This design comes from an exercise in tuning for small area, a short achievable clock period and few clock cycles on the open sky130 flow, not from production work. At most, simulation tests tie the RTL to the original design; equivalence was not proved. Power figures rest on the tool's default switching activity, not on a simulated workload.

Setup of pepper:
Design corr_engine, start of the top module:
module corr_engine #(
    parameter TIMEOUT_TICKS = 10,
    parameter SEQ_RESET     = 0
) (
    input  wire       clk,
    input  wire       rst,           
    input  wire       cmd_valid,
    output wire       cmd_ready,
    input  wire [1:0] cmd_op,        
    input  wire [7:0] cmd_seq,       
    output reg        ev_valid,
    input  wire       ev_ready,
    output reg  [3:0] ev_code,
    output reg  [7:0] ev_seq
);
    localparam NE = TIMEOUT_TICKS;   
    localparam [1:0] OP_SEND    = 2'd0;
    localparam [1:0] OP_RESOLVE = 2'd1;
    localparam [1:0] OP_TICK    = 2'd2;
    localparam [3:0] EV_SEND_ACCEPTED = 4'h1;
    localparam [3:0] EV_SEND_REJECTED = 4'h2;
    localparam [3:0] EV_RESPONSE      = 4'h3;
    localparam [3:0] EV_TIMEOUT       = 4'h4;
    localparam [3:0] EV_UNMATCHED     = 4'hA;
    localparam [7:0] REASON_SEQ_BUSY  = 8'h01;
    integer i;
    genvar gr, gc;
    reg  [254:0] pend_valid;         
    reg  [7:0]   seq_ctr;
    reg          s_v;
    reg  [1:0]   s_op;
    reg  [7:0]   s_seq;
    reg          c_v;
    reg          c_send, c_res, c_tick;
    reg  [7:0]   c_seq;              
    reg  [15:0]  c_row, c_col;       
    reg          c_spec;             
    reg          last_rej;           
    reg          tk;                 
    reg          t_ok;               
    reg          t_lastrow;          
    reg          b_v;
    reg  [3:0]   b_code;
    reg  [7:0]   b_seq;
    reg  [7:0]   ctr_nx;             
    reg  [15:0]  m_reg;
    reg  [3:0]   m_row;
    reg  [7:0]   ep_start [0:NE-1];
    reg  [NE-1:0] ep_used;
    reg  [NE-1:0] ep_wrap;
    wire [255:0] vext = {1'b0, pend_valid};
    wire [15:0]  rowdata;
    generate
        for (gc = 0; gc < 16; gc = gc + 1) begin : g_rd
            wire [15:0] colbits;
            for (gr = 0; gr < 16; gr = gr + 1) begin : g_rb
                assign colbits[gr] = vext[16*gr + gc];
            end
            assign rowdata[gc] = |(colbits & c_row);
        end
    endgenerate
    wire hit_raw = |(rowdata & c_col);
    wire         xc_empty = !ep_used[0] || ep_wrap[1];
    wire [7:0]   xc_lo    = ep_wrap[0] ? seq_ctr : ep_start[0];
    wire [7:0]   xc_hi    = ep_start[1];
    wire [7:0]   xc_hm    = xc_hi - 8'd1;
    wire         xc_wrap  = (xc_lo >= xc_hi);
  ...
Size: ~2000 cells after synthesis, ~510 flip-flops.
export LEC_CHECK = 0
export CAP_MARGIN = 20
export CORE_MARGIN = 2
export CORE_UTILIZATION = 40
export SETUP_SLACK_MARGIN = 4.4
export SLEW_MARGIN = 20
create_clock -name core_clock -period 7.5 [get_ports {clk}]
standard.sh (not shown) runs the stock make flow with config.mk's settings and CLKGATE_MAP_FILE= SYNTH_SCRIPT=/design/flow/synth_recipe.tcl, a recipe that flattens the netlist after the stock synthesis.
==> flow/flow/run.sh <==
#!/bin/bash
# The standard layout (the standard.sh, all steps), except that the
# buffers buffer_ports puts on every input and output port are
# sky130_fd_sc_hd__buf_2 cells instead of the tool's default choice.
# The full output of the flow goes to standard.log in this folder; the
# per-step tool logs stay under orfs/logs as standard.sh writes them.
export BUFFER_PORTS_ARGS="-buffer_cell sky130_fd_sc_hd__buf_2"
bash standard.sh > standard.log 2>&1
Testbench counts of pepper, summed over its fixed seeds: cycles 25,325.
The following lists how umber was set up differently from pepper:
--- a/flow/design.v
+++ b/flow/design.v
@@ -31,20 +31,18 @@
     reg  [1:0]   s_op;
     reg  [7:0]   s_seq;
     reg          c_v;
     reg          c_send, c_res, c_tick;
     reg  [7:0]   c_seq;              
     reg  [15:0]  c_row, c_col;       
     reg          c_spec;             
     reg          last_rej;           
     reg          tk;                 
-    reg          t_ok;               
-    reg          t_lastrow;          
     reg          b_v;
     reg  [3:0]   b_code;
     reg  [7:0]   b_seq;
     reg  [7:0]   ctr_nx;             
     reg  [15:0]  m_reg;
     reg  [3:0]   m_row;
     reg  [7:0]   ep_start [0:NE-1];
     reg  [NE-1:0] ep_used;
     reg  [NE-1:0] ep_wrap;
@@ -109,23 +107,23 @@
     wire send_ok   = send_try && !hit_raw;
     wire s_a       = send_try && ep_used[0] && (ep_wrap[0] || ctr_nx == ep_start[0] || ctr_nx == ep_start[1]);
     reg  [NE-1:0] f_hit;
     always @* begin
         for (i = 0; i < NE; i = i + 1)
             f_hit[i] = ctr_chg && (seq_ctr == ep_start[i]);
     end
     wire t_act     = c_v && c_tick && !x_stale;
     wire t_empty   = !tk && x_empty;
-    wire t_rowok   = tk || t_ok;
+    wire t_rowok   = tk || (r == x_first);
     wire m_room    = !m_any;
     wire t_read    = t_act && !t_empty && t_rowok && m_room;
     wire t_reload  = t_act && !t_empty && !t_rowok;
-    wire t_last    = t_read && t_lastrow;
+    wire t_last    = t_read && (r == x_last);
     wire t_done    = (t_act && t_empty) || t_last;
     wire t_adv     = t_read && !t_last;
     wire c_nop     = c_v && !(c_send || c_res || c_tick);    
     wire c_done    = exec_sr || t_done || c_nop;
     wire c_load    = !c_v || c_done;
     assign cmd_ready = !s_v;
     wire   cmd_fire  = cmd_valid && !s_v;
     wire       n_v   = s_v || cmd_valid;
     wire [1:0] n_op  = s_v ? s_op  : cmd_op;
@@ -194,27 +192,18 @@
             last_rej <= hit;
         if (!b_v) begin
             b_code <= e_code;
             b_seq  <= e_seq;
         end
         if (t_read)
             m_row <= r;
         x_stale <= t_done || s_a || sa_d;
         sa_d    <= s_a;
-        if (c_load) begin
-            t_ok      <= !x_stale && !(t_done || s_a || sa_d);
-            t_lastrow <= (x_first == x_last);
-        end else if (t_reload) begin
-            t_ok      <= 1'b1;
-            t_lastrow <= (x_first == x_last);
-        end else if (t_adv) begin
-            t_lastrow <= (r_next == x_last);
-        end
         if (rst) begin
             s_v      <= 1'b0;
             c_v      <= 1'b0;
             tk       <= 1'b0;
             m_reg    <= 16'd0;
             m_any    <= 1'b0;
             seq_ctr  <= SEQ_RESET;
             ctr_nx   <= SEQ_RESET + 1;
             ev_valid <= 1'b0;
--- outcome ---
umber ended with every stage complete and zero timing, DRC or antenna violations. Taking pepper as the reference, in umber synthesized area per cell climbed about 1%, final wirelength went up. STATUS first-iteration DRC count: umber wins against pepper. Looking at most frequent standard cell in the layout excluding fill and tap cells, the nor2_1 result is from umber; the edfxtp_1 one comes from pepper. Changes observed in umber relative to pepper: total via count in the routed design up 86; combinational share of power up 9.9 points; cell internal power dissipation up 16%; register-to-register slack down 20 ps. Sort umber and pepper by fraction of the cycle the final worst path needs desc -> top: umber. umber vs pepper: synthesized area up slightly. The wire length on met1 of pepper and that of umber are within noise of each other. In the metrics for umber and pepper, the one carrying the higher total power density per cell area is umber. Against pepper, umber comes in 0.46 points higher on portion of the layout cell area used by non-clock buffers. Compared with pepper, post-route total power in umber increased by more than 10%.
Function not checked in umber: the RTL went through the layout flow alone.

## port drivers added, routing unchanged
The results above use ideal ports. As a check the final layouts listed here were re-extracted and re-timed, cells and wires unchanged.
Step 1: set_driving_cell puts a clkbuf_16 on clk and a buf_2 on each other input, an assumption about the parent block.
Step 2 also shifts input and output timing later by t, the mid clock arrival at the registers, as if the neighbouring blocks saw the same clock.
Three values: ideal, step 1, step 2; two values: the first two.
run	shift t [ns]	setup WS [ns]	worst setup path at the end	latest minus earliest clock arrival (ns)
pepper	0.666	4.469 / 4.469 / 4.207	input to register	0.049 / 0.049
umber	0.660	4.450 / 4.450 / 3.961	input to register	0.040 / 0.040
After both steps setup and hold are still met in every run listed. The setup slack of umber, which loses most, moves by 0.000 ns with the drivers and by -0.489 ns with both steps.
